What follows belongs to an exercise in optimizing a design on an open flow for small area; a production flow would make more cautious choices. In this exercise RTL edits were held to simulation tests only and were not proved equivalent to the original. Power figures rest on the tool's default switching activity, not on a simulated workload.

==> flow/design.v (outline; a module is shown in full before it is edited, if it fits) <==
// module sd_filter_ch: 63 lines
// module sd_demod: 169 lines
// module sd_rx: 81 lines
// module sd_magsq: 1018 lines
module sd_rx (
    input  wire        clk,
    input  wire        rst,           
    input  wire [2:0]  cfg_flog2,     
    input  wire [15:0] cfg_decim,     
    input  wire [15:0] cfg_sps,       
    input  wire [7:0]  cfg_minpre,    
    input  wire [7:0]  cfg_maxerr,    
    input  wire [31:0] cfg_thresh,    
    input  wire        cfg_policy,    
    input  wire        in_valid,
    input  wire [15:0] in_i,
    input  wire [15:0] in_q,
    output reg         mag_valid,
    output reg  [31:0] mag,
    output wire        pkt_valid,
    output wire [79:0] pkt
);
  // ...
==> flow/flow/run.sh <==
#!/bin/bash
# Own layout flow: the standard synthesis, then a netlist pass that
# removes inverters around full adders (flow/fa_polarity.py), then the standard flow's
# standard layout with smaller port buffers and a clock tree of clkbuf_8
# without dummy loads, and the global-route step's power recovery (which
# downsizes cells off the critical paths). Each tool's output goes to a log
# file here.
set -euo pipefail
here=$(pwd)
res=$here/orfs/results/$FLOW_PLATFORM/sd_rx/base

bash standard.sh synth > "$here/1_synth.log" 2>&1

python3 flow/fa_polarity.py "$res/1_2_yosys.v" "$res/1_2_yosys.pol.v" > "$here/1_fa_polarity.log" 2>&1
cp "$res/1_2_yosys.v" "$res/1_2_yosys.std.v"
mv "$res/1_2_yosys.pol.v" "$res/1_2_yosys.v"
rm -f "$res/1_synth.odb" "$res/1_synth.sdc"
bash standard.sh synth > "$here/1_synth_odb.log" 2>&1

bash standard.sh \
    "BUFFER_PORTS_ARGS=-buffer_cell sky130_fd_sc_hd__buf_1" \
    "RECOVER_POWER=100" \
    "CTS_ARGS=-sink_clustering_enable -repair_clock_nets -buf_list sky130_fd_sc_hd__clkbuf_8 -sink_clustering_size 16 -sink_clustering_max_diameter 60 -dont_use_dummy_load" \
    finish > "$here/2_layout.log" 2>&1
==> flow/flow/fa_polarity.py <==
#!/usr/bin/env python3
"""Cut inverters around full adders in a Yosys gate netlist (sky130hd).

A full adder with all inputs and both outputs inverted is the same function:
FA(~a, ~b, ~c) = (~sum, ~cout). Yosys's extract_fa leaves many adders whose
inputs or outputs go through inverters. This pass picks, for each fa cell,
whether to use it in that inverted sense, and for each simple gate that has
a complement cell (and2/nand2, or2/nor2, xor2/xnor2, a21o/a21oi, ...)
which of the two to use, so that the cells and inverters take the least
area; then it rebuilds the inverters, at most one per signal that some pin
needs inverted. The choice is made by simulated annealing with a fixed seed
(so the same netlist always gives the same result), then a greedy pass.
Registers keep their cells and names; no logic function at
a register or port changes.

usage: fa_polarity.py in.v out.v
"""
import re, sys, collections

import os
LIB = os.path.join(os.environ.get("FLOW_HOME", "/OpenROAD-flow-scripts/flow"),
                   "platforms/sky130hd/lib/sky130_fd_sc_hd__tt_025C_1v80.lib")
area = {}
cur = None
for line in open(LIB):
    m = re.match(r'\s*cell\s*\(\s*"?(\w+)"?\s*\)', line)
    if m: cur = m.group(1)
    m = re.match(r'\s*area\s*:\s*([\d.]+)', line)
    if m and cur: area[cur] = float(m.group(1)); cur = None
INV_AREA = area['sky130_fd_sc_hd__inv_1']

P = 'sky130_fd_sc_hd__'
# complement pairs with the same input pins (out pin X <-> Y)
PAIRS = [('and2', 'nand2'), ('or2', 'nor2'), ('and3', 'nand3'), ('or3', 'nor3'),
         ('and4', 'nand4'), ('or4', 'nor4'), ('xor2', 'xnor2'), ('xor3', 'xnor3'),
         ('a21o', 'a21oi'), ('o21a', 'o21ai'), ('a22o', 'a22oi'), ('o22a', 'o22ai'),
         ('a31o', 'a31oi'), ('o31a', 'o31ai'), ('a211o', 'a211oi'), ('o211a', 'o211ai'),
         ('a221o', 'a221oi'), ('o221a', 'o221ai'), ('a32o', 'a32oi'), ('o32a', 'o32ai'),
         ('mux2', 'mux2i'), ('and2b', 'nand2b'), ('or2b', 'nor2b'), ('a21bo', 'a21boi'),
         ('o21ba', 'o21bai')]
comp = {}
for a, b in PAIRS:
    for sz in ('0', '1', '2', '4'):
        ca, cb = f'{P}{a}_{sz}', f'{P}{b}_{sz}'
        if ca in area and cb in area:
            comp[ca] = cb; comp[cb] = ca
        elif ca in area and f'{P}{b}_1' in area and sz == '0':
            comp[ca] = f'{P}{b}_1'
        elif cb in area and f'{P}{a}_1' in area and sz == '0':
            comp[cb] = f'{P}{a}_1'
# output pin of each cell, from the library
outpins = {}
cur = None
pin = None
for line in open(LIB):
    m = re.match(r'\s*cell\s*\(\s*"?(\w+)"?\s*\)', line)
    if m: cur = m.group(1); continue
    m = re.match(r'\s*pin\s*\(\s*"?(\w+)"?\s*\)', line)
    if m: pin = m.group(1); continue
    if re.match(r'\s*direction\s*:\s*"?output', line) and cur and pin:
        outpins.setdefault(cur, pin)
def outpin(t):
    return outpins[t]

src = open(sys.argv[1]).read()
m = re.search(r'^module\s+(\S+)\s*\(.*?\);', src, re.S | re.M)
head_end = m.end()
end = src.rindex('endmodule')
body = src[head_end:end]

inst_re = re.compile(r'^\s*(sky130_fd_sc_hd__\w+)\s+(\S+)\s*\((.*?)\);\s*$', re.S | re.M)
pin_re = re.compile(r'\.(\w+)\(\s*((?:\\\S+\s)|[^()\s]+)\s*\)')
OUTPINS = {'X', 'Y', 'SUM', 'COUT', 'Q', 'Q_N'}

insts = []
spans = []
for mm in inst_re.finditer(body):
    t, n, pins = mm.group(1), mm.group(2), mm.group(3)
    pl = [(p, v.strip()) for p, v in pin_re.findall(pins)]
    insts.append([t, n, pl])
    spans.append((mm.start(), mm.end()))
rest = []
last = 0
for s, e in spans:
    rest.append(body[last:s]); last = e
rest.append(body[last:])
rest = ''.join(rest)

fixed_nets = set()
for a in re.finditer(r'assign\s+(.*?);', rest, re.S):
    for tok in re.findall(r'\\\S+|[A-Za-z_][\w$]*(?:\[\d+\])?', a.group(1)):
        fixed_nets.add(tok.strip())
        fixed_nets.add(re.sub(r'\[\d+\]$', '', tok.strip()))
ports = set()
for pm in re.finditer(r'^\s*(input|output|inout)\s+(?:\[[^\]]*\]\s*)?(.*?);', src, re.M):
    for p in pm.group(2).split(','):
        ports.add(p.strip())
def is_fixed(net):
    b = re.sub(r'\[\d+\]$', '', net)
    return net in fixed_nets or b in ports or net in ports

def isinv(t): return re.match(P + r'(clk)?inv_\d+$', t) is not None
def isfa(t): return re.match(P + r'fa_\d+$', t) is not None

driver = {}
for i, (t, n, pl) in enumerate(insts):
    for p, v in pl:
        if p in OUTPINS:
            driver[v] = (i, p)

removable = set()
for i, (t, n, pl) in enumerate(insts):
    if isinv(t) and not is_fixed(dict(pl)['Y']):
        removable.add(i)

def resolve(net):
    pol = 0
    k = 0
    while net in driver and driver[net][0] in removable and k < 100:
        net = dict(insts[driver[net][0]][2])['A']
        pol ^= 1
        k += 1
    return net, pol

cons = []
for i, (t, n, pl) in enumerate(insts):
    if i in removable: continue
    for p, v in pl:
        if p in OUTPINS: continue
        b, pol = resolve(v)
        cons.append((i, p, b, pol))

# flippable nodes: fa cells, and gates with a complement whose output net is not fixed
node_of_base = {}     # base net -> node index
flip = collections.defaultdict(int)
fa_ids = [i for i, (t, n, pl) in enumerate(insts) if isfa(t)]
gate_ids = []
for i, (t, n, pl) in enumerate(insts):
    if i in removable: continue
    if isfa(t):
        for p, v in pl:
            if p in ('SUM', 'COUT'): node_of_base[v] = i
    elif t in comp:
        outs = [v for p, v in pl if p in OUTPINS]
        o = outs[0]
        if len(outs) == 1 and not is_fixed(o):
            gate_ids.append(i)
            node_of_base[o] = i
gate_set = set(gate_ids)

cons_by_base = collections.defaultdict(list)
cons_by_inst = collections.defaultdict(list)
for k, (i, p, b, pol) in enumerate(cons):
    cons_by_base[b].append(k)
    cons_by_inst[i].append(k)

def avail(b):
    i = node_of_base.get(b)
    return flip[i] if i is not None else 0
def demand(k):
    i, p, b, pol = cons[k]
    return pol ^ (flip[i] if isfa(insts[i][0]) else 0)
def base_cost(b):
    a = avail(b)
    return INV_AREA if any(demand(k) != a for k in cons_by_base[b]) else 0.0
def node_area(i):
    t = insts[i][0]
    if i in gate_set and flip[i]: return area[comp[t]]
    return area.get(t, 0.0)
def out_bases(i):
    return [v for p, v in insts[i][2] if p in OUTPINS]
def in_bases(i):
    return set(cons[k][2] for k in cons_by_inst[i])
def local_cost(nodes):
    bs = set()
    for i in nodes:
        bs |= in_bases(i); bs.update(out_bases(i))
    return sum(base_cost(b) for b in bs) + sum(node_area(i) for i in nodes if i in gate_set)

def total_cost():
    return sum(base_cost(b) for b in cons_by_base) + sum(node_area(i) for i in gate_ids)

c0 = total_cost()
import random
rng = random.Random(1)
nodes_all = gate_ids + fa_ids
aff = {}
for i in nodes_all:
    bs = set(in_bases(i)); bs.update(out_bases(i))
    aff[i] = bs
def delta_flip(i):
    bs = aff[i]
    before = sum(base_cost(b) for b in bs) + (node_area(i) if i in gate_set else 0)
    flip[i] ^= 1
    after = sum(base_cost(b) for b in bs) + (node_area(i) if i in gate_set else 0)
    flip[i] ^= 1
    return after - before
cur = c0
best = c0
best_flip = dict(flip)
N = int(os.environ.get("FA_POL_MOVES", "1000000"))
T0, T1 = float(os.environ.get("FA_POL_T0", "6.0")), 0.05
rounds = N
for it in range(N):
    T = T0 * (T1 / T0) ** (it / N)
    i = nodes_all[rng.randrange(len(nodes_all))]
    d = delta_flip(i)
    if d <= 0 or rng.random() < pow(2.718281828, -d / T):
        flip[i] ^= 1
        cur += d
        if cur < best - 1e-9:
            best = cur
            best_flip = dict(flip)
flip.clear()
flip.update(best_flip)
# final greedy polish
improved = True
while improved:
    improved = False
    for i in nodes_all:
        if delta_flip(i) < -1e-9:
            flip[i] ^= 1
            improved = True
c1 = total_cost()

newinv = {}
decls = []
out_insts = []
cnt = 0
def fmt(v): return v + ' ' if v.startswith('\\') else v
def inv_of(b):
    global cnt
    if b not in newinv:
        cnt += 1
        nn = f'_fapol_n{cnt}_'
        newinv[b] = nn
        decls.append(f'  wire {nn};')
        out_insts.append(f'  {P}inv_1 _fapol_i{cnt}_ (\n    .A({fmt(b)}),\n    .Y({nn})\n  );')
    return newinv[b]
conn = {}
for k, (i, p, b, pol) in enumerate(cons):
    conn[(i, p)] = inv_of(b) if demand(k) != avail(b) else b
nflip_fa = sum(flip[i] for i in fa_ids)
nflip_g = sum(flip[i] for i in gate_ids)
for i, (t, n, pl) in enumerate(insts):
    if i in removable: continue
    nt = comp[t] if (i in gate_set and flip[i]) else t
    pins = []
    for p, v in pl:
        if p in OUTPINS:
            pp = outpin(nt) if (i in gate_set) else p
            pins.append(f'    .{pp}({fmt(v)})')
        else:
            pins.append(f'    .{p}({fmt(conn[(i, p)])})')
    out_insts.append(f'  {nt} {n} (\n' + ',\n'.join(pins) + '\n  );')

out = src[:head_end] + '\n' + '\n'.join(decls) + '\n' + rest.rstrip() + '\n' + '\n'.join(out_insts) + '\n' + src[end:]
open(sys.argv[2], 'w').write(out)
sys.stderr.write(f'fa_polarity: {len(fa_ids)} fa cells ({nflip_fa} flipped), {len(gate_ids)} gates with a complement '
                 f'({nflip_g} swapped); inverters {len(removable)} -> {len(newinv)}; '
                 f'area of the cells it may change {c0:.1f} -> {c1:.1f} um2, {rounds} rounds\n')
==> flow/standard.sh <==
#!/bin/bash
# synth_recipe.tcl (not shown) runs the flow's synth.tcl, then flattens the netlist and writes it again
# the make line also repeats each setting of config.mk as NAME=value (left out here)
make -C /OpenROAD-flow-scripts/flow DESIGN_CONFIG=/design/flow/config.mk WORK_HOME=/design/flow/orfs CLKGATE_MAP_FILE= SYNTH_SCRIPT=/design/flow/synth_recipe.tcl "${@:-finish}"
==> flow/config.mk <==
export PLATFORM = sky130hd
export DESIGN_NAME = sd_rx
export DESIGN_NICKNAME = sd_rx
export VERILOG_FILES = /design/flow/design.v
export SDC_FILE = /design/flow/constraint.sdc
export NUM_CORES = 4
export LEC_CHECK = 0
export CAP_MARGIN = 20
export CORE_MARGIN = 2
export CORE_UTILIZATION = 40
export PLACE_DENSITY = 0.6
export SLEW_MARGIN = 20
==> flow/constraint.sdc <==
create_clock -name core_clock -period 13.0 [get_ports {clk}]
set_input_delay 2.6000 -clock core_clock [delete_from_list [all_inputs] [get_ports {clk}]]
set_output_delay 2.6000 -clock core_clock [all_outputs]
set_load 0.01 [all_outputs]
==> flow_summary.ini, run 1 <==
[clocking]
holdBufCountCts = 0
cts_tree = built
postCtsSetupRepairBufs = 0

[critical_path]
reg2reg_to = mag[31]$_DFF_P_
endpoint_kind = flop
r2r_setup_slack_ps = 390
cp.arrival_ps = 13340
criticalPathCategory = reg -> reg

[global_routing]
grt_first_pass_wirelength_mm = 159
grt.overflow.total = 0
antenna_found_initial = 9
grtUsageTotal = 0.154

[final_layout]
n_sequential_cell = 1318
final_util = 0.442
final_cell_area_um2 = 58800
final_common_cell = edfxtp_1
finalNonFillerCells = 5208
top_regs = u_fi.hist x512, u_fq.hist x512
seq_share = 0.656

[outcome]
violations = max-capacitance violations, max-slew violations
outcome = complete, but fails checks

[logic_synthesis]
synth_area_um2 = 53400
synth_nets = 3533

[timing]
rsz0062_at_grt = no
report.final.slew_viol_count = 997
clock_skew_ps = 106

[route]
drc_errors = 0
drt_first_iter_violations = 2262
detail_route.wirelength.met1_mm = 47.8
drt_pre_antenna_iters = 5

[pwr]
power_frac_seq = 0.422
maxPowerGroup = registers
powerClk_mw = 1.99
clkPwrFrac = 0.160

[hold_path]
worstHoldStart = u_fi.hist[441]$_DFFE_PP_

[job]
maxCapViolCount = 12

[placed_design]
place.gp.congestion = 0.887
==> run 2: changes to the inputs <==
--- a/flow/design.v
+++ b/flow/design.v
@@ -1275,18 +1275,18 @@
     assign c718 = (s657 & c656) | (s657 & c716) | (c656 & c716);
     wire s719, c720;
     assign s719 = s659 ^ c658 ^ c718;
     assign c720 = (s659 & c658) | (s659 & c718) | (c658 & c718);
     wire s721, c722;
     assign s721 = s661 ^ c660 ^ c720;
     assign c722 = (s661 & c660) | (s661 & c720) | (c660 & c720);
     wire s723, c724;
-    assign s723 = s663 ^ c662 ^ c722;
-    assign c724 = (s663 & c662) | (s663 & c722) | (c662 & c722);
+    assign s723 = s663 ^ c662;
+    assign c724 = s663 & c662;
     wire s725, c726;
     assign s725 = s665 ^ c664 ^ c724;
     assign c726 = (s665 & c664) | (s665 & c724) | (c664 & c724);
     wire s727, c728;
     assign s727 = s667 ^ c666 ^ c726;
     assign c728 = (s667 & c666) | (s667 & c726) | (c666 & c726);
     wire s729, c730;
     assign s729 = s669 ^ c668 ^ c728;
@@ -1322,10 +1322,41 @@
     assign s749 = s689 ^ c688 ^ c748;
     assign c750 = (s689 & c688) | (s689 & c748) | (c688 & c748);
     wire s751, c752;
     assign s751 = s691 ^ c690 ^ c750;
     assign c752 = (s691 & c690) | (s691 & c750) | (c690 & c750);
     wire s753, c754;
     assign s753 = c634 ^ c692 ^ c752;
     assign c754 = (c634 & c692) | (c634 & c752) | (c692 & c752);
-    assign m = {s753, s751, s749, s747, s745, s743, s741, s739, s737, s735, s733, s731, s729, s727, s725, s723, s721, s719, s717, s715, s713, s711, s709, s707, s705, s703, s701, s699, s697, s695, c694, s693};
+    wire i755 = s723 ^ c722;
+    wire r756 = s723 & c722;
+    wire i757 = s725 ^ r756;
+    wire r758 = s725 & r756;
+    wire i759 = s727 ^ r758;
+    wire r760 = s727 & r758;
+    wire i761 = s729 ^ r760;
+    wire r762 = s729 & r760;
+    wire i763 = s731 ^ r762;
+    wire r764 = s731 & r762;
+    wire i765 = s733 ^ r764;
+    wire r766 = s733 & r764;
+    wire i767 = s735 ^ r766;
+    wire r768 = s735 & r766;
+    wire i769 = s737 ^ r768;
+    wire r770 = s737 & r768;
+    wire i771 = s739 ^ r770;
+    wire r772 = s739 & r770;
+    wire i773 = s741 ^ r772;
+    wire r774 = s741 & r772;
+    wire i775 = s743 ^ r774;
+    wire r776 = s743 & r774;
+    wire i777 = s745 ^ r776;
+    wire r778 = s745 & r776;
+    wire i779 = s747 ^ r778;
+    wire r780 = s747 & r778;
+    wire i781 = s749 ^ r780;
+    wire r782 = s749 & r780;
+    wire i783 = s751 ^ r782;
+    wire r784 = s751 & r782;
+    wire i785 = s753 ^ r784;
+    assign m = {i785, i783, i781, i779, i777, i775, i773, i771, i769, i767, i765, i763, i761, i759, i757, i755, s721, s719, s717, s715, s713, s711, s709, s707, s705, s703, s701, s699, s697, s695, c694, s693};
 endmodule
==> flow/flow/run.sh (replaced) <==
#!/bin/bash
# Own layout flow: the standard synthesis, then a netlist pass that
# removes inverters around full adders (flow/fa_polarity.py), then the standard flow's
# standard layout with smaller port buffers and a clock tree of clkbuf_8
# without dummy loads. Each tool's output goes to a log file here.
set -euo pipefail
here=$(pwd)
res=$here/orfs/results/$FLOW_PLATFORM/sd_rx/base

bash standard.sh synth > "$here/1_synth.log" 2>&1

python3 flow/fa_polarity.py "$res/1_2_yosys.v" "$res/1_2_yosys.pol.v" > "$here/1_fa_polarity.log" 2>&1
cp "$res/1_2_yosys.v" "$res/1_2_yosys.std.v"
mv "$res/1_2_yosys.pol.v" "$res/1_2_yosys.v"
rm -f "$res/1_synth.odb" "$res/1_synth.sdc"
bash standard.sh synth > "$here/1_synth_odb.log" 2>&1

bash standard.sh \
    "BUFFER_PORTS_ARGS=-buffer_cell sky130_fd_sc_hd__buf_1" \
    "CTS_ARGS=-sink_clustering_enable -repair_clock_nets -buf_list sky130_fd_sc_hd__clkbuf_8 -sink_clustering_size 16 -sink_clustering_max_diameter 60 -dont_use_dummy_load" \
    finish > "$here/2_layout.log" 2>&1
==> run 2 against run 1 <==
Now clean on timing, DRC and antenna. Fmax up 2.1%. Sequential share of layout area up 0.34 points. Non-clock buffer count down 69. Cell count down 1.3%. Total power down 6.4%. Die area up 0.57%.
==> flow_summary.ini, run 2 <==
[outcome]
outcome = no timing/DRC/antenna violations

[die]
num_rows = 134
ioPinCount = 233
coreArea_um2 = 133000
die_w_um = 371
die_area_um2 = 137000
start_util = 0.403
die_h_um = 371

[clocking]
numCtsBuffers = 104
cts_tree = built
cts.clk_slew.worst_paths_ps = 100
clock_latency_ps = 840
holdBufCountCts = 0
cts.sink_count = 1318
htreeDepth = 3
postCtsSetupRepairBufs = 0
cts_resized = 0
clockBufferDepth = 3
cts-root-buf = clkbuf_8

[logic_synthesis]
ys_warn_count = 3
syn_avg_cell_area_um2 = 17.6
synth_area_um2 = 53700
netlist_instances = 3061
synth_nets = 3557

[timing]
worst_pin_slew_ps = 1020
report.final.slew_viol_count = 0
min_period_ps = 12340
hold_viol = 0
post-route-period-util = 0.950
setup-violations-final = 0
clock_skew_ps = 141
tns_ps = 0
max_freq_mhz = 81.0
slew_headroom = 0.321
rsz0062_at_grt = no

[route]
drt_first_iter_violations = 2487
avgViaCountPerCell = 5.07
drc_errors = 0
drt_pre_antenna_iters = 5
avgRoutedWirePerCell_um = 20.3
wirelength_mm = 105
ant_nets = 0
vias = 26000

[final_layout]
drive_gt1_frac = 0.0730
areaGrowthSynthToFinish_pct = 8.86
final_common_cell = edfxtp_1
fillCellCount = 11800
finalNonFillerCells = 5140
final_nets = 3867
top_regs = u_fi.hist x512, u_fq.hist x512
mostFrequentLayoutCells = 1219 x edfxtp_1, 303 x fa_1, 302 x nor2_1, 230 x buf_1, 150 x inv_1

[global_routing]
grt.overflow.total = 0
first_global_vias = 25700
grtUsageTotal = 0.150
antenna_found_initial = 15
met1_usage = 0.225
met2_usage = 0.225
grt.met3_usage = 0.0281
grt_max_degree = 162
grt.busiest_layer = met1
grt_first_pass_wirelength_mm = 157

[critical_path]
endpoint_kind = flop
critPathMostFrequentCell = fa_1
setup.worst_path.start_class = flop
r2r-start = flog2[1]$_DFF_P_
cpMaxStageDelayCell = dfxtp_2
cp_max_fo = 24
critical-path-max-stage-delay_ps = 750
worstPathRequired_ps = 13660
cp.arrival_ps = 13000
reg2regPathDepth = 29
r2r_setup_slack_ps = 660
criticalPathCategory = reg -> reg
reg2reg_to = mag[31]$_DFF_P_

[hold_path]
worstHoldStart = u_fq.hist[317]$_DFFE_PP_
min_to = u_fq.hist[333]$_DFFE_PP_
min_path_type = reg -> reg
hold_depth = 0

[pwr]
swShare = 0.337
intPower_mw = 7.71
power_frac_seq = 0.450
peakVddDrop_mv = 0.362
powerDensity_nw_per_um2 = 199
netSwitchingPower_mw = 3.93
clkPwrFrac = 0.165
power_frac_comb = 0.385
p_leak_nw = 20.4

[placed_design]
port_buffers = 232
dp_hpwl_mm = 70.6
placedCellCount = 5032
place.gp.congestion = 0.872

[job]
maxCapViolCount = 0
[run 2: cell count changes in the layout (fill, tap and decap cells not counted), sizes merged, moves of 6 or more]
cell / change
buf: -27
a211o: -6
inv: +8
a211oi: +8
ha: +16
o22ai: +6
a21oi: -10
or3: +6
clkbuf: -48
xor2: +14
nor2: -15
nand3: -9
nor2b: -13
xnor2: -10
[run 2: layout make-up]
class | instances | area [um^2] | area share
Timing Repair Buffer | 302 | 1430 | 0.0244
Inverter | 150 | 563 | 0.00963
Tap cell | 1768 | 2210 | 0.0378
Multi-Input combinational cell | 1495 | 14300 | 0.244
Sequential cell | 1318 | 38600 | 0.660
Antenna cell | 3 | 7.51 | 0.000128
Clock buffer | 104 | 1430 | 0.0245
[run 2: critical path: cells and delay by family, from the launching register on]
family / cells / cell delay, ps
xor gates and xnor gates: 3 / 480
muxes: 2 / 1120
buffers and inverters: 1 / 310
adders and majority gates: 22 / 9360
DFF: 1 / 750
and+or+nand+nor: 1 / 140
[run 2: per-stage QoR]
stage          total power, mW  hold slack, ps  utilization  setup WS [ps]  instance area, um^2
6_report                  11.6             332        0.438            655                58500
5_1_grt                   12.7             319        0.438            163                58500
4_1_cts                   12.0             321        0.438            627                58500
3_5_place_dp              9.99             405        0.427            827                57000
3_3_place_gp              9.91             400        0.427            894                57000
2_1_floorplan             8.29             400            -           1370                53700
[run 2: power by group through the flow]
stage	combinational (mW)	sequential (mW)	clock [mW]
5_1_grt	5.28	5.26	2.17
3_3_place_gp	4.59	5.32	0
4_1_cts	4.70	5.24	2.04
6_report	4.48	5.23	1.92
3_5_place_dp	4.66	5.33	0
2_1_floorplan	3.05	5.24	0
[run 2: how the worst max path moves through the flow]
| stage | start | endpoint | slack [ps] |
|---|---|---|---|
| after floorplan | flog2[1]$_DFF_P_ | mag[31]$_DFF_P_ | 1370 |
| after global placement | flog2[1]$_DFF_P_ | mag[31]$_DFF_P_ | 890 |
| after detailed placement | flog2[1]$_DFF_P_ | mag[31]$_DFF_P_ | 830 |
| after CTS | flog2[1]$_DFF_P_ | mag[31]$_DFF_P_ | 630 |
| after global routing | flog2[1]$_DFF_P_ | mag[31]$_DFF_P_ | 160 |
| final | flog2[1]$_DFF_P_ | mag[31]$_DFF_P_ | 660 |
[run 2: routing by layer]
layer  share of wire  up-vias
met1            0.47    13500
li1                -    11800
met2            0.45      580
met4           0.023        8
met3           0.051      159
met5         0.00046        -
==> run 3: changes to the inputs <==
--- a/flow/config.mk
+++ b/flow/config.mk
@@ -8,5 +8,5 @@
 export CAP_MARGIN = 20
 export CORE_MARGIN = 2
-export CORE_UTILIZATION = 40
-export PLACE_DENSITY = 0.6
+export CORE_UTILIZATION = 55
+export PLACE_DENSITY = 0.7
 export SLEW_MARGIN = 20
==> run 3 against run 2 <==
Sequential power about the same. Largest power group unchanged. Global-route usage increased by 6.5 points. Highest routed layer unchanged. Die area decreased by 27%. Still clean on timing, DRC and antenna. Synthesized cell count unchanged.
==> flow_summary.ini, run 3 <==
[outcome]
outcome = no timing/DRC/antenna violations

[clocking]
cts_resized = 0
clockBufferDepth = 3
cts.sink_count = 1318
holdBufCountCts = 0
cts_tree = built
cts.clk_slew.worst_paths_ps = 80
cts-root-buf = clkbuf_8
clock_latency_ps = 770
numCtsBuffers = 102
htreeDepth = 3
postCtsSetupRepairBufs = 0

[die]
die_area_um2 = 100000
num_rows = 114
ioPinCount = 233
start_util = 0.556
die_w_um = 317
die_h_um = 317
coreArea_um2 = 96700

[hold_path]
hold_depth = 0
min_path_type = reg -> reg
min_to = u_fq.hist[32]$_DFFE_PP_
worstHoldStart = u_fq.hist[16]$_DFFE_PP_

[final_layout]
areaGrowthSynthToFinish_pct = 7.64
finalNonFillerCells = 4639
final_util = 0.598
final_nets = 3856
final_common_cell = edfxtp_1
mostFrequentLayoutCells = 1219 x edfxtp_1, 303 x fa_1, 302 x nor2_1, 230 x buf_1, 150 x inv_1
top_regs = u_fi.hist x512, u_fq.hist x512
drive_gt1_frac = 0.0691

[timing]
worst_pin_slew_ps = 1130
min_period_ps = 12180
post-route-period-util = 0.937
whs_ps = 345
slew_headroom = 0.245
rsz0062_at_grt = no
report.final.slew_viol_count = 0
tns_ps = 0
max_freq_mhz = 82.1
hold_viol = 0
setup-violations-final = 0
clock_skew_ps = 127

[global_routing]
first_global_vias = 26900
grt_first_pass_wirelength_mm = 162
antenna_found_initial = 6
grtUsageTotal = 0.216
grt.overflow.total = 0
grt_max_degree = 216

[critical_path]
critPathMostFrequentCell = fa_1
reg2regPathDepth = 31
cp_max_fo = 29
cp.arrival_ps = 12820
worstPathRequired_ps = 13630
reg2reg_to = mag[31]$_DFF_P_
endpoint_kind = flop
setup.worst_path.start_class = flop
r2r_setup_slack_ps = 820
critical-path-max-stage-delay_ps = 820
cpMaxStageDelayCell = dfxtp_2
criticalPathCategory = reg -> reg
r2r-start = flog2[1]$_DFF_P_

[route]
drt_pre_antenna_iters = 5
avgViaCountPerCell = 5.69
vias = 26400
avgRoutedWirePerCell_um = 23.0
drt_first_iter_violations = 2249
ant_nets = 0
drc_errors = 0
wirelength_mm = 107

[logic_synthesis]
ys_warn_count = 3
synth_area_um2 = 53700
netlist_instances = 3061
synth_nets = 3557
syn_avg_cell_area_um2 = 17.6

[placed_design]
place.gp.congestion = 0.858
port_buffers = 232
dp_hpwl_mm = 72.6
placedCellCount = 4530

[job]
maxCapViolCount = 0

[pwr]
peakVddDrop_mv = 0.300
powerDensity_nw_per_um2 = 210
p_leak_nw = 20.3
finalPower_mw = 12.2
## run 3: worst max-delay path, delay by kind of cell (launching register included)
| kind | cells | cell delay (ps) |
|---|---|---|
| DFF | 1 | 820 |
| and+or+nand+nor | 3 | 370 |
| xor gates and xnor gates | 3 | 460 |
| AOI/OAI and AO/OA | 3 | 1000 |
| adders and majority gates | 22 | 9460 |
## run 3: worst max path at each step
stage	start	to	slack, ps
2_1_floorplan	flog2[1]$_DFF_P_	mag[31]$_DFF_P_	1370
3_3_place_gp	flog2[1]$_DFF_P_	mag[31]$_DFF_P_	1070
3_5_place_dp	flog2[1]$_DFF_P_	mag[31]$_DFF_P_	970
4_1_cts	flog2[1]$_DFF_P_	mag[31]$_DFF_P_	870
5_1_grt	flog2[1]$_DFF_P_	mag[31]$_DFF_P_	310
6_report	flog2[1]$_DFF_P_	mag[31]$_DFF_P_	820
## run 3: cell type report
type | instances | area (um^2)
Sequential cell | 1318 | 38600
Multi-Input combinational cell | 1495 | 14300
Timing Repair Buffer | 293 | 1420
Antenna cell | 5 | 12.5
Clock buffer | 102 | 1400
Inverter | 150 | 563
Tap cell | 1276 | 1600
Fill cell | 7146 | 38900
## run 3: where the power goes
part	switching [mW]	total [mW]	internal (mW)	leakage [nW]
clock	1.18	1.88	0.698	0.733
combinational	2.91	5.07	2.15	7.20
sequential	0.200	5.22	5.02	12.4
total	4.29	12.2	7.87	20.3
## run 3: routing by layer
metal,vias to the layer above,global-route usage,wire length [um]
met2,727,0.329,49500
met1,13700,0.329,49400
met4,4,0.0555,2380
met5,-,0,27
met3,154,0.0343,5530
li1,11800,-,-
## run 3: metrics by stage
step	setup slack (ps)	cell area, um^2
6_report	818	57800
5_1_grt	315	57800
4_1_cts	872	57800
3_5_place_dp	970	56400
3_3_place_gp	1070	56400
2_1_floorplan	1370	53700
==> module sd_demod, before the edit <==
module sd_demod (
    input  wire        clk,
    input  wire        rst,
    input  wire        feed,
    input  wire [31:0] mag,
    input  wire [31:0] thresh,
    input  wire [15:0] sps,
    input  wire [7:0]  minpre,
    input  wire [7:0]  maxerr,
    input  wire        policy,       
    output wire        delivered,
    output wire [79:0] pkt
);
    localparam ST_SEARCH = 2'd0;
    localparam ST_LOCK0  = 2'd1;     
    localparam ST_LOCK1  = 2'd2;     
    localparam ST_DECODE = 2'd3;
    reg  [1:0]   st;
    reg          armed;
    reg          prev;
    reg  [16:0]  ec;         
    reg  [7:0]   cc;         
    reg  [79:0]  ra, rb;
    reg          ptr;        
    reg          hold_valid;
    reg          ok;         
    reg          match;      
    reg gt;
    integer gi;
    always @(*) begin
        gt = 1'b0;
        for (gi = 0; gi < 32; gi = gi + 1)
            gt = (mag[gi] & ~thresh[gi]) | ((mag[gi] | ~thresh[gi]) & gt);
    end
    wire        lvl       = gt;
    wire        edge_seen = (lvl != prev);
    wire [17:0] d        = {1'b0, ec} - {2'b00, sps};
    wire        boundary = !d[17];                                     
    wire        le_hi    = d[17] | ((d[16:8] == 9'd0) & (d[7:0] <= maxerr));
    wire        ge_lo    = !d[17] | ((&d[16:8]) & (~d[7:0] < maxerr));
    wire        on_cadence = ge_lo & le_hi;
    wire        timed_out  = !le_hi;
    wire [7:0]  cc_next  = cc + 8'd1;
    wire [16:0] ec_next  = ec + 17'd1;
    wire first     = (st == ST_LOCK1) && ge_lo;
    wire chip      = first || ((st == ST_DECODE) && boundary);
    wire even      = first || !cc[0];
    wire last      = (st == ST_DECODE) && (cc == 8'd159);
    wire new0      = ptr ? rb[0]  : ra[0];      
    wire held_top  = ptr ? ra[79] : rb[79];     
    wire valid_pkt = ok && (lvl != new0);
    wire shift     = feed && chip && even;
    assign delivered = feed && chip && last && valid_pkt &&
                       (!policy || (hold_valid && match));
    assign pkt = ra;
    always @(posedge clk) begin
        if (shift) begin
            ra <= {ra[78:0], ptr ? ra[79] : lvl};
            rb <= {rb[78:0], ptr ? lvl : rb[79]};
        end
    end
    always @(posedge clk) begin
        if (feed && chip) begin
            if (even) begin
                match <= (first || match) && (lvl == held_top);
                if (first)
                    ok <= 1'b1;
            end else begin
                ok <= ok && (lvl != new0);
            end
        end
    end
    always @(posedge clk) begin
        if (feed) begin
            case (st)
            ST_SEARCH:
                if (!armed || edge_seen)
                    ec <= 17'd1;
                else
                    ec <= ec_next;
            ST_LOCK0:
                if (edge_seen)
                    ec <= 17'd1;
                else if (timed_out)
                    ec <= 17'd2;
                else
                    ec <= ec_next;
            default:
                if (chip)
                    ec <= 17'd1;
                else
                    ec <= ec_next;
            endcase
        end
    end
    always @(posedge clk) begin
        if (rst) begin
            st         <= ST_SEARCH;
            armed      <= 1'b0;
            prev       <= 1'b0;
            cc         <= 8'd0;
            ptr        <= 1'b0;
            hold_valid <= 1'b0;
        end else if (feed) begin
            case (st)
            ST_SEARCH: begin
                if (!armed) begin
                    if (edge_seen)
                        armed <= 1'b1;
                end else if (edge_seen) begin
                    if (on_cadence) begin
                        cc <= cc_next;
                        if (cc_next == minpre)
                            st <= ST_LOCK0;
                    end else begin
                        cc <= 8'd0;
                    end
                end else if (timed_out) begin
                    cc    <= 8'd0;
                    armed <= 1'b0;
                end
            end
            ST_LOCK0: begin
                if (edge_seen) begin
                    if (!on_cadence) begin
                        st    <= ST_SEARCH;
                        cc    <= 8'd0;
                        armed <= 1'b1;
                    end
                end else if (timed_out) begin
                    if (!lvl) begin
                        st <= ST_LOCK1;
                    end else begin
                        st    <= ST_SEARCH;
                        cc    <= 8'd0;
                        armed <= 1'b0;
                    end
                end
            end
            ST_LOCK1: begin
                if (first) begin
                    st <= ST_DECODE;
                    cc <= 8'd1;
                end
            end
            default: begin   
                if (boundary) begin
                    if (last) begin
                        if (valid_pkt && policy) begin
                            if (hold_valid && match) begin
                                hold_valid <= 1'b0;
                            end else begin
                                hold_valid <= 1'b1;
                                ptr        <= !ptr;
                            end
                        end
                        st    <= ST_SEARCH;
                        armed <= 1'b0;
                        cc    <= 8'd0;
                    end else begin
                        cc <= cc_next;
                    end
                end
            end
            endcase
            prev <= lvl;
        end
    end
endmodule
==> run 4: changes to the inputs <==
--- a/flow/design.v
+++ b/flow/design.v
@@ -75,10 +75,11 @@
     output wire [79:0] pkt
 );
-    localparam ST_SEARCH = 2'd0;
-    localparam ST_LOCK0  = 2'd1;     
-    localparam ST_LOCK1  = 2'd2;     
-    localparam ST_DECODE = 2'd3;
-    reg  [1:0]   st;
-    reg          armed;
+    localparam ST_SEARCH = 3'd0;     
+    localparam ST_ARMED  = 3'd4;     
+    localparam ST_LOCK0  = 3'd1;     
+    localparam ST_LOCK1  = 3'd2;     
+    localparam ST_DECODE = 3'd3;
+    reg  [2:0]   st;
+    wire         armed = st[2];
     reg          prev;
     reg  [16:0]  ec;         
@@ -137,5 +138,5 @@
         if (feed) begin
             case (st)
-            ST_SEARCH:
+            ST_SEARCH, ST_ARMED:
                 if (!armed || edge_seen)
                     ec <= 17'd1;
@@ -160,5 +161,4 @@
         if (rst) begin
             st         <= ST_SEARCH;
-            armed      <= 1'b0;
             prev       <= 1'b0;
             cc         <= 8'd0;
@@ -168,8 +168,9 @@
             case (st)
             ST_SEARCH: begin
-                if (!armed) begin
-                    if (edge_seen)
-                        armed <= 1'b1;
-                end else if (edge_seen) begin
+                if (edge_seen)
+                    st <= ST_ARMED;
+            end
+            ST_ARMED: begin
+                if (edge_seen) begin
                     if (on_cadence) begin
                         cc <= cc_next;
@@ -180,6 +181,6 @@
                     end
                 end else if (timed_out) begin
-                    cc    <= 8'd0;
-                    armed <= 1'b0;
+                    cc <= 8'd0;
+                    st <= ST_SEARCH;
                 end
             end
@@ -187,7 +188,6 @@
                 if (edge_seen) begin
                     if (!on_cadence) begin
-                        st    <= ST_SEARCH;
+                        st    <= ST_ARMED;
                         cc    <= 8'd0;
-                        armed <= 1'b1;
                     end
                 end else if (timed_out) begin
@@ -197,5 +197,4 @@
                         st    <= ST_SEARCH;
                         cc    <= 8'd0;
-                        armed <= 1'b0;
                     end
                 end
@@ -207,5 +206,5 @@
                 end
             end
-            default: begin   
+            ST_DECODE: begin
                 if (boundary) begin
                     if (last) begin
@@ -219,5 +218,4 @@
                         end
                         st    <= ST_SEARCH;
-                        armed <= 1'b0;
                         cc    <= 8'd0;
                     end else begin
==> run 4 against run 3 <==
Critical endpoint unchanged. Synthesized cell count down 1.1%. Critical path depth unchanged. Sequential share of layout area about the same. Still clean. Sequential power up 1%. Largest power group is now combinational logic. Fmax up 1.0%. Register-to-register slack better by 130 ps. Clock power about the same.
==> flow_summary.ini, run 4 <==
[outcome]
outcome = no timing/DRC/antenna violations

[route]
vias = 26100
avgRoutedWirePerCell_um = 22.6
wirelength_mm = 104
ant_nets = 0
drt_pre_antenna_iters = 5
avgViaCountPerCell = 5.66
drt_first_iter_violations = 2319
drc_errors = 0

[timing]
whs_ps = 351
min_period_ps = 12060
worst_pin_slew_ps = 1040
rsz0062_at_grt = no
post-route-period-util = 0.927
max_freq_mhz = 82.9
setup-violations-final = 0
tns_ps = 0
clock_skew_ps = 107
hold_viol = 0
report.final.slew_viol_count = 0
setup_ws_ps = 944
slew_headroom = 0.308

[die]
die_w_um = 317
start_util = 0.555
num_rows = 114
die_h_um = 317
die_area_um2 = 100000
coreArea_um2 = 96900
ioPinCount = 233

[critical_path]
reg2reg_to = mag[31]$_DFF_P_
reg2regPathDepth = 31
r2r-start = flog2[2]$_DFF_P_
r2r_setup_slack_ps = 940
critPathTopFamily = adder cells
setup.worst_path.start_class = flop
criticalPathCategory = reg -> reg
cpMaxStageDelayCell = dfxtp_1
cp.arrival_ps = 12730
cp_max_fo = 21
critPathMostFrequentCell = fa_1
worstPathRequired_ps = 13670
cp_num_buf_inv = 3
endpoint_kind = flop
critical-path-max-stage-delay_ps = 870

[pwr]
powerDensity_nw_per_um2 = 232
peakVddDrop_mv = 0.983
p_leak_nw = 20.6

[final_layout]
final_nets = 3826
mostFrequentLayoutCells = 1219 x edfxtp_1, 303 x fa_1, 292 x nor2_1, 230 x buf_1, 135 x inv_1
areaGrowthSynthToFinish_pct = 7.53
final_common_cell = edfxtp_1
top_regs = u_fi.hist x512, u_fq.hist x512
fillCellCount = 7013
drive_gt1_frac = 0.0751

[clocking]
numCtsBuffers = 103
postCtsSetupRepairBufs = 0
cts.sink_count = 1318
cts-root-buf = clkbuf_8
cts_resized = 0
clock_latency_ps = 770
htreeDepth = 3
cts_tree = built
cts.clk_slew.worst_paths_ps = 80
clockBufferDepth = 3
holdBufCountCts = 0

[job]
maxCapViolCount = 0

[placed_design]
dp_hpwl_mm = 70.3
place.gp.congestion = 0.892
port_buffers = 232
pre_cts_ws_ps = 859

[global_routing]
first_global_vias = 26700
grtUsageTotal = 0.211
antenna_found_initial = 6
grt.overflow.total = 0
grt_first_pass_wirelength_mm = 159
grt_max_degree = 207

[hold_path]
worstHoldStart = u_demod.rb[7]$_DFFE_PP_
min_path_type = reg -> reg
hold_depth = 0
min_to = u_demod.rb[8]$_DFFE_PP_

[logic_synthesis]
synth_area_um2 = 53800
syn_avg_cell_area_um2 = 17.8
netlist_instances = 3026
synth_nets = 3522
ys_warn_count = 3
run 4: cell types whose count changed in the layout (fill, tap and decap cells not counted), moves of 5 or more:
cell	previous run	this run
nor3_1	17	23
nor2_1	302	292
inv_1	150	135
o21ai_0	41	35
mux2i_1	68	63
buf_4	53	58
o22ai_1	11	6
nand2_1	76	62
o211ai_1	10	4
a211oi_1	19	14
nor2b_1	13	22
run 4: where the power goes:
group | internal (mW) | total, mW | leakage [nW] | switching, mW
Combinational | 2.62 | 6.27 | 7.19 | 3.65
Sequential | 5.05 | 5.28 | 12.6 | 0.228
Clock | 0.705 | 1.89 | 0.741 | 1.18
Total | 8.38 | 13.4 | 20.6 | 5.05
run 4: through the flow:
stage / area [um^2] / utilization / total power, mW / instances
global placement: 56300 / 0.582 / 11.6 / 4500
finish: 57800 / 0.597 / 13.4 / 4605
detailed placement: 56300 / 0.582 / 11.7 / 4500
global route: 57800 / 0.597 / 14.5 / 4605
CTS: 57800 / 0.596 / 13.7 / 4603
floorplan: 53800 / - / 8.94 / 3026
run 4: how the worst max path moves through the flow:
stage,start,endpoint,cells after the start
final,flog2[2]$_DFF_P_,mag[31]$_DFF_P_,31
after detailed placement,flog2[2]$_DFF_P_,mag[31]$_DFF_P_,31
after floorplan,cfg_sps[0],u_demod.match$_DFFE_PP_,14
after CTS,flog2[2]$_DFF_P_,mag[31]$_DFF_P_,31
after global routing,flog2[2]$_DFF_P_,mag[31]$_DFF_P_,31
after global placement,flog2[2]$_DFF_P_,mag[31]$_DFF_P_,31
run 4: cell type report:
cell class	count	area, um^2	share of cell area
multi-input combinational	1476	14300	0.247
timing repair buffer	296	1410	0.0244
sequential	1318	38600	0.668
antenna	1	2.50	0.0000433
clock buffer	103	1420	0.0245
tap	1276	1600	0.0276
inverter	135	507	0.00877
run 4: layer usage:
layer,share of wire,vias up,GRT usage
li1,-,11700,-
met1,0.46,13500,0.323
met2,0.47,720,0.323
met3,0.048,155,0.0286
met4,0.023,4,0.0602
met5,0.00022,-,0
==> run 5: changes to the inputs <==
--- a/flow/config.mk
+++ b/flow/config.mk
@@ -6,7 +6,7 @@
 export NUM_CORES = 4
 export LEC_CHECK = 0
-export CAP_MARGIN = 20
+export CAP_MARGIN = 10
 export CORE_MARGIN = 2
 export CORE_UTILIZATION = 55
 export PLACE_DENSITY = 0.7
-export SLEW_MARGIN = 20
+export SLEW_MARGIN = 10
==> run 5 against run 4 <==
Still clean. Non-clock buffer count decreased by 1. Cell count about the same. Synthesized area is the same. Cell area barely moved. Die area is the same. Via count rose by 0.34%. Sequential cell count unchanged. Critical endpoint unchanged.
==> flow_summary.ini, run 5 <==
[global_routing]
grt.overflow.total = 0
grtUsageTotal = 0.211
grt_first_pass_wirelength_mm = 158
grt_max_degree = 207
first_global_vias = 26500
antenna_found_initial = 3

[route]
avgRoutedWirePerCell_um = 22.7
wirelength_mm = 104
drt_first_iter_violations = 2401
routed-wl-met3_mm = 5.50
drt_pre_antenna_iters = 5
avgViaCountPerCell = 5.68
drc_errors = 0
ant_nets = 0
met2RoutedLength_mm = 48.5
detail_route.wirelength.met1_mm = 48.1
routed.top_layer = met4
vias = 26200

[die]
num_rows = 114
ioPinCount = 233
start_util = 0.555
die_w_um = 317
die_h_um = 317
coreArea_um2 = 96900
die_area_um2 = 100000

[clocking]
cts.clk_slew.worst_paths_ps = 100
postCtsSetupRepairBufs = 0
htreeDepth = 3
clockBufferDepth = 3
numCtsBuffers = 102
cts.sink_count = 1318
cts_resized = 0
holdBufCountCts = 0
cts-root-buf = clkbuf_8
clock_latency_ps = 790
cts_tree = built

[placed_design]
dp_hpwl_mm = 70.4
port_buffers = 232
placedCellCount = 4500
pre_cts_ws_ps = 838
place.gp.congestion = 0.892
dpl_cell_area_um2 = 56300

[logic_synthesis]
synth_nets = 3522
synth_area_um2 = 53800
netlist_instances = 3026
syn_avg_cell_area_um2 = 17.8
ys_warn_count = 3

[timing]
rsz0062_at_grt = no
clock_skew_ps = 113
whs_ps = 365
tns_ps = 0
worst_pin_slew_ps = 1170
slew_headroom = 0.223
setup-violations-final = 0
min_period_ps = 12060
report.final.slew_viol_count = 0
setup_ws_ps = 945
hold_viol = 0
post-route-period-util = 0.927
max_freq_mhz = 83.0

[pwr]
netSwitchingPower_mw = 5.07
finalPower_mw = 13.4
power_frac_seq = 0.393
peakVddDrop_mv = 0.964
swShare = 0.377
power_frac_comb = 0.467
clkPwrFrac = 0.140
intPower_mw = 8.37
p_leak_nw = 20.5
powerDensity_nw_per_um2 = 233

[final_layout]
areaGrowthSynthToFinish_pct = 7.44
top_regs = u_fi.hist x512, u_fq.hist x512
mostFrequentLayoutCells = 1219 x edfxtp_1, 303 x fa_1, 292 x nor2_1, 230 x buf_1, 135 x inv_1
final_util = 0.596
drive_gt1_frac = 0.0746
fillCellCount = 7054
final_common_cell = edfxtp_1
finalNonFillerCells = 4606
final_nets = 3824
final_cell_area_um2 = 57800

[critical_path]
cpMaxStageDelayCell = dfxtp_1
worstPathRequired_ps = 13680
cp_num_buf_inv = 3
critPathTopFamily = adder cells
criticalPathCategory = reg -> reg
cp_max_fo = 21
endpoint_kind = flop
cp.arrival_ps = 12740
critPathMostFrequentCell = fa_1
critical-path-max-stage-delay_ps = 850
setup.worst_path.start_class = flop

[job]
maxCapViolCount = 0

[outcome]
outcome = no timing/DRC/antenna violations

[hold_path]
min_path_type = reg -> reg
==> run 5: area by class of cell <==
class	instances	area [um^2]	area share
Timing Repair Buffer	295	1380	0.0239
Antenna cell	4	10.0	0.000173
Sequential cell	1318	38600	0.668
Multi-Input combinational cell	1476	14300	0.247
Inverter	135	507	0.00877
Tap cell	1276	1600	0.0276
Clock buffer	102	1400	0.0243
==> run 5: power groups by stage <==
stage	registers (mW)	clock network, mW	logic, mW
after floorplan	5.28	0	3.66
final	5.28	1.88	6.28
after global placement	5.35	0	6.27
after CTS	5.28	1.98	6.43
after global routing	5.30	2.12	7.08
after detailed placement	5.37	0	6.34
==> run 5: worst register-to-register path: cells and delay by family (launching register included) <==
kind	cells	cell delay, ps
mux	2	520
buf+inv	3	820
simple gates	1	200
xor+xnor	3	450
flops	1	850
fa+ha+maj	22	9140
==> run 5: layer usage <==
layer  vias to the layer above  track usage
met3                       150       0.0326
met2                       725        0.321
li1                      11700            -
met1                     13600        0.323
met4                         0       0.0586
met5                         -            0
==> run 5: path summary, 6_finish.rpt <==
kind	from	end	slack, ps	depth (start not counted)
max	flog2[2]$_DFF_P_	mag[31]$_DFF_P_	940	31
min	u_fq.hist[72]$_DFFE_PP_	u_fq.hist[88]$_DFFE_PP_	360	0
max reg2reg	flog2[2]$_DFF_P_	mag[31]$_DFF_P_	940	31
min reg2reg	u_fq.hist[72]$_DFFE_PP_	u_fq.hist[88]$_DFFE_PP_	360	0
==> run 6: changes to the inputs <==
--- a/flow/config.mk
+++ b/flow/config.mk
@@ -9,4 +9,5 @@
 export CORE_MARGIN = 2
 export CORE_UTILIZATION = 55
+export GPL_TIMING_DRIVEN = 0
 export PLACE_DENSITY = 0.7
 export SLEW_MARGIN = 10
==> run 6 against run 5 <==
Still clean. Fmax shrank 4.2%. Sequential cell count unchanged. Worst hold slack gained 15 ps. Cell area grew 1.4%. Total power shrank 3.1%. Via count increased by 1.7%. First-iteration DRC count shrank 3.2%. Non-clock buffer count is 73 higher. Synthesized cell count stayed put. Wire length grew 6.1%. Critical endpoint unchanged. Largest power group unchanged.
==> flow_summary.ini, run 6 <==
[clocking]
cts_tree = built
numCtsBuffers = 102
cts.clk_slew.worst_paths_ps = 100
htreeDepth = 3
cts.sink_count = 1318
holdBufCountCts = 0
clock_latency_ps = 820
clockBufferDepth = 3
cts-root-buf = clkbuf_8

[logic_synthesis]
ys_warn_count = 3
netlist_instances = 3026
synth_area_um2 = 53800
syn_avg_cell_area_um2 = 17.8
synth_nets = 3522

[final_layout]
top_regs = u_fi.hist x512, u_fq.hist x512
drive_gt1_frac = 0.0800
fillCellCount = 6965
final_common_cell = edfxtp_1
final_nets = 3897
mostFrequentLayoutCells = 1219 x edfxtp_1, 303 x fa_1, 292 x nor2_1, 235 x buf_1, 135 x inv_1
areaGrowthSynthToFinish_pct = 8.98
finalNonFillerCells = 4677
seq_area_um2 = 38600
multi_input_area_um2 = 14400

[timing]
post-route-period-util = 0.968
max_freq_mhz = 79.5
worst_pin_slew_ps = 1110
tns_ps = 0
min_period_ps = 12590
clock_skew_ps = 98.8
setup-violations-final = 0
hold_viol = 0
slew_headroom = 0.238
rsz0062_at_grt = no
report.final.slew_viol_count = 0

[route]
avgRoutedWirePerCell_um = 23.7
vias = 26600
avgViaCountPerCell = 5.69
wirelength_mm = 111
drt_pre_antenna_iters = 5
drt_first_iter_violations = 2324
ant_nets = 0
drc_errors = 0

[critical_path]
worstPathRequired_ps = 13660
criticalPathCategory = reg -> reg
cp_max_fo = 10
critPathMostFrequentCell = fa_1
critPathLaunch = flog2[2]$_DFF_P_
cp.arrival_ps = 13250
critical-path-max-stage-delay_ps = 600
cpMaxStageDelayCell = mux2i_2
endpoint_kind = flop
r2r-start = flog2[2]$_DFF_P_
setup.worst_path.start_class = flop

[pwr]
powerDensity_nw_per_um2 = 222
clkPwrFrac = 0.145
power_frac_comb = 0.452
peakVddDrop_mv = 0.920
swShare = 0.364
p_leak_nw = 20.8
netSwitchingPower_mw = 4.74
intPower_mw = 8.28
power_frac_seq = 0.403

[global_routing]
grt.overflow.total = 0
grt_first_pass_wirelength_mm = 167
grt_max_degree = 45
first_global_vias = 27500
grtUsageTotal = 0.225
antenna_found_initial = 6

[die]
num_rows = 114
die_w_um = 317
die_h_um = 317
ioPinCount = 233
die_area_um2 = 100000
coreArea_um2 = 96900
start_util = 0.555

[placed_design]
port_buffers = 232
placedCellCount = 4575
dp_hpwl_mm = 79.2
place.gp.congestion = 0.887

[hold_path]
worstHoldStart = u_fq.hist[92]$_DFFE_PP_
min_path_type = reg -> reg

[job]
maxCapViolCount = 0

[outcome]
outcome = no timing/DRC/antenna violations
run 6: path summary, 6_finish.rpt:
path	endpoint	slack, ps	depth (start not counted)
setup / recovery	mag[31]$_DFF_P_	410	30
setup reg to reg	mag[31]$_DFF_P_	410	30
hold / removal	u_fq.hist[108]$_DFFE_PP_	380	0
hold reg to reg	u_fq.hist[108]$_DFFE_PP_	380	0
run 6: power by group through the flow:
stage / sequential [mW] / clock (mW) / combinational, mW
floorplan: 5.28 / 0 / 3.66
global placement: 5.57 / 0 / 5.95
detailed placement: 5.34 / 0 / 6.07
CTS: 5.25 / 1.98 / 6.15
global route: 5.28 / 2.11 / 6.84
finish: 5.25 / 1.89 / 5.88
run 6: metrics by stage:
| stage | utilization | power, mW | instance area (um^2) | hold WS (ps) | worst slack [ps] |
|---|---|---|---|---|---|
| finish | 0.605 | 13.0 | 58600 | 380 | 415 |
| global route | 0.605 | 14.2 | 58600 | 385 | 28.2 |
| CTS | 0.604 | 13.4 | 58500 | 385 | 9.78 |
| detailed placement | 0.589 | 11.4 | 57000 | 405 | -1300 |
| global placement | 0.581 | 11.5 | 56200 | 400 | -26330 |
| floorplan | - | 8.94 | 53800 | 400 | 569 |
run 6: area by class of cell:
cell class | count | area share
tap | 1276 | 0.0272
multi-input combinational | 1476 | 0.245
clock buffer | 102 | 0.0240
buffer | 95 | 0.00833
antenna | 2 | 0.0000854
timing repair buffer | 273 | 0.0277
sequential | 1318 | 0.659
inverter | 135 | 0.00865
run 6: critical path, delay by kind of cell, from the launching register on:
family	cells	cell delay, ps
flip-flops	1	400
multiplexers	2	1020
XOR/XNOR	3	450
adder cells (fa/ha/maj)	21	8870
buffers and inverters	3	1550
AND/OR/NAND/NOR	1	150
run 6: layer usage:
layer	track usage	vias up	wire (um)
li1	-	11800	-
met1	0.335	13800	50400
met2	0.344	724	51400
met3	0.0387	185	5690
met4	0.0708	4	3290
met5	0	-	30
run 6: repair_timing:
item                       in CTS  in global routing
gates resized for setup        21                 46
setup endpoints to repair       4                  2
setup buffers                   0                  0
==> run 7: changes to the inputs <==
--- a/flow/config.mk
+++ b/flow/config.mk
@@ -8,6 +8,5 @@
 export CAP_MARGIN = 10
 export CORE_MARGIN = 2
-export CORE_UTILIZATION = 55
-export GPL_TIMING_DRIVEN = 0
-export PLACE_DENSITY = 0.7
+export CORE_UTILIZATION = 70
+export PLACE_DENSITY = 0.8
 export SLEW_MARGIN = 10
==> run 7 against run 6 <==
Still clean on timing, DRC and antenna. Fmax increased by 2.4%. Synthesized area is the same. Clock skew shrank 0.88 ps. Worst hold slack worse by 18 ps. Sequential power up 0.8%. Core utilization rose by 15 points. Cell area down 2.0%. Die area decreased by 21%. Sequential share of layout area rose by 1.4 points. Critical path type unchanged. Critical endpoint unchanged. Largest power group unchanged.
==> flow_summary.ini, run 7 <==
[clocking]
cts.clk_slew.worst_paths_ps = 90
clockBufferDepth = 3
numCtsBuffers = 99
postCtsSetupRepairBufs = 0
holdBufCountCts = 0
cts_resized = 0
cts_tree = built
htreeDepth = 3
cts.sink_count = 1318
cts-root-buf = clkbuf_8
clock_latency_ps = 760

[critical_path]
endpoint_kind = flop
worstPathRequired_ps = 13620
cp_max_fo = 25
setup.worst_path.start_class = flop
cp.arrival_ps = 12910
critPathMostFrequentCell = fa_1
critical-path-max-stage-delay_ps = 720
critPathTopFamily = adder cells
cp_num_buf_inv = 3
cpMaxStageDelayCell = dfxtp_2
criticalPathCategory = reg -> reg

[timing]
post-route-period-util = 0.945
report.final.slew_viol_count = 0
setup_ws_ps = 714
slew_headroom = 0.179
setup-violations-final = 0
worst_pin_slew_ps = 1230
hold_viol = 0
clock_skew_ps = 97.9
max_freq_mhz = 81.4
tns_ps = 0
rsz0062_at_grt = no
min_period_ps = 12290

[pwr]
p_leak_nw = 20.5
clkPwrFrac = 0.145
power_frac_comb = 0.438
netSwitchingPower_mw = 4.49
powerDensity_nw_per_um2 = 221
power_frac_seq = 0.417
peakVddDrop_mv = 1.11
intPower_mw = 8.18
swShare = 0.354
finalPower_mw = 12.7

[placed_design]
place.gp.congestion = 0.890
pre_cts_ws_ps = 565
dp_hpwl_mm = 76.3
port_buffers = 232

[final_layout]
final_util = 0.756
final_nets = 3818
mostFrequentLayoutCells = 1219 x edfxtp_1, 303 x fa_1, 292 x nor2_1, 230 x buf_1, 135 x inv_1
areaGrowthSynthToFinish_pct = 6.75
fillCellCount = 4065
seq_area_um2 = 38600
final_common_cell = edfxtp_1
multi_input_area_um2 = 14300
top_regs = u_fi.hist x512, u_fq.hist x512
drive_gt1_frac = 0.0729

[die]
coreArea_um2 = 75900
start_util = 0.708
ioPinCount = 233
die_w_um = 281
num_rows = 101
die_area_um2 = 79000
die_h_um = 281

[route]
avgViaCountPerCell = 6.18
met2RoutedLength_mm = 54.7
drt_pre_antenna_iters = 6
wirelength_mm = 110
avgRoutedWirePerCell_um = 25.3
detail_route.wirelength.met1_mm = 43.8
vias = 26900
routed-wl-met3_mm = 7.39
routed.top_layer = met5
ant_nets = 0
drt_first_iter_violations = 2967
drc_errors = 0

[global_routing]
grt_max_degree = 229
grtUsageTotal = 0.286
grt.overflow.total = 0
antenna_found_initial = 6
first_global_vias = 27700
grt_first_pass_wirelength_mm = 165

[job]
maxCapViolCount = 0

[logic_synthesis]
synth_nets = 3522
netlist_instances = 3026
ys_warn_count = 3
syn_avg_cell_area_um2 = 17.8
synth_area_um2 = 53800

[outcome]
outcome = no timing/DRC/antenna violations

[hold_path]
min_path_type = reg -> reg
[run 7: changes by cell type in the layout (fill, tap and decap cells not counted), sizes merged]
| cell | before | now |
|---|---|---|
| buf | 281 | 290 |
| bufbuf | 1 | 0 |
| clkbuf | 187 | 101 |
| clkdlybuf4s50 | 1 | 0 |
| diode | 2 | 3 |
[run 7: power groups by stage]
stage	clock network [mW]	logic, mW	registers [mW]
after floorplan	0	3.66	5.28
after CTS	1.89	5.74	5.28
after detailed placement	0	5.62	5.37
after global placement	0	5.41	5.34
final	1.84	5.54	5.29
after global routing	2.02	6.41	5.31
[run 7: stage by stage]
stage / hold slack [ps] / cells / instance area (um^2)
after CTS: 363 / 4350 / 57400
final: 362 / 4353 / 57400
after global placement: 400 / 4251 / 56000
after global routing: 371 / 4353 / 57400
after detailed placement: 405 / 4251 / 56000
after floorplan: 400 / 3026 / 53800
[run 7: worst paths after layout]
| kind | from | end | slack, ps | depth (start not counted) |
|---|---|---|---|---|
| worst max-delay path | flog2[1]$_DFF_P_ | mag[31]$_DFF_P_ | 710 | 32 |
| worst min-delay path | u_fq.hist[235]$_DFFE_PP_ | u_fq.hist[251]$_DFFE_PP_ | 360 | 0 |
| worst max register to register | flog2[1]$_DFF_P_ | mag[31]$_DFF_P_ | 710 | 32 |
| worst min register to register | u_fq.hist[235]$_DFFE_PP_ | u_fq.hist[251]$_DFFE_PP_ | 360 | 0 |
[run 7: worst reg2reg max path, delay by kind of cell, from the launching register on]
family,cells,cell delay [ps]
xor+xnor,3,640
flops,1,720
mux,1,540
simple gates,3,340
fa+ha+maj,22,9270
buf+inv,3,720
[run 7: area by class of cell]
type / instances / share of cell area
Antenna cell: 3 / 0.000131
Clock buffer: 99 / 0.0237
Inverter: 135 / 0.00883
Multi-Input combinational cell: 1476 / 0.249
Sequential cell: 1318 / 0.672
Tap cell: 1030 / 0.0225
Timing Repair Buffer: 292 / 0.0238
[run 7: metal layers]
layer | GRT usage | up-vias
met5 | 0 | -
met4 | 0.102 | 2
met3 | 0.0438 | 262
met2 | 0.467 | 1186
met1 | 0.400 | 13800
li1 | - | 11700

[what the ideal ports hide]
In the flow no input, the clock included, has a driving cell. The finished layouts below were timed again as built, in two steps. Step 1: set_driving_cell puts a clkbuf_16 on clk and a buf_2 on each other input, an assumption about the parent block. Step 2, shift: input delay + t, output delay - t, t = (earliest + latest rising clock arrival at the registers) / 2. This alone moves slack from input paths to output paths. Three values: ideal, step 1, step 2; two values: the first two.
run | shift t [ns] | setup slack, ns | clock arrival spread, ns | worst slew at a driven data input, ns | cell pins on the clock port's net
run 1 | 0.871 | 0.394 / 0.394 / 0.322 | 0.129 / 0.129 | 0.14 | 1
run 2 | 0.837 | 0.655 / 0.655 / 0.655 | 0.152 / 0.151 | 0.15 | 1
run 3 | 0.774 | 0.818 / 0.818 / 0.818 | 0.128 / 0.128 | 0.11 | 1
run 4 | 0.788 | 0.944 / 0.944 / 0.944 | 0.131 / 0.132 | 0.10 | 1
run 5 | 0.789 | 0.945 / 0.945 / 0.945 | 0.126 / 0.127 | 0.13 | 1
run 6 | 0.831 | 0.415 / 0.415 / 0.415 | 0.099 / 0.099 | 0.15 | 1
run 7 | 0.760 | 0.714 / 0.714 / 0.714 | 0.149 / 0.149 | 0.10 | 1
The setup slack of run 1, which loses most, moves by 0.000 ns with the drivers and by -0.072 ns with both steps.
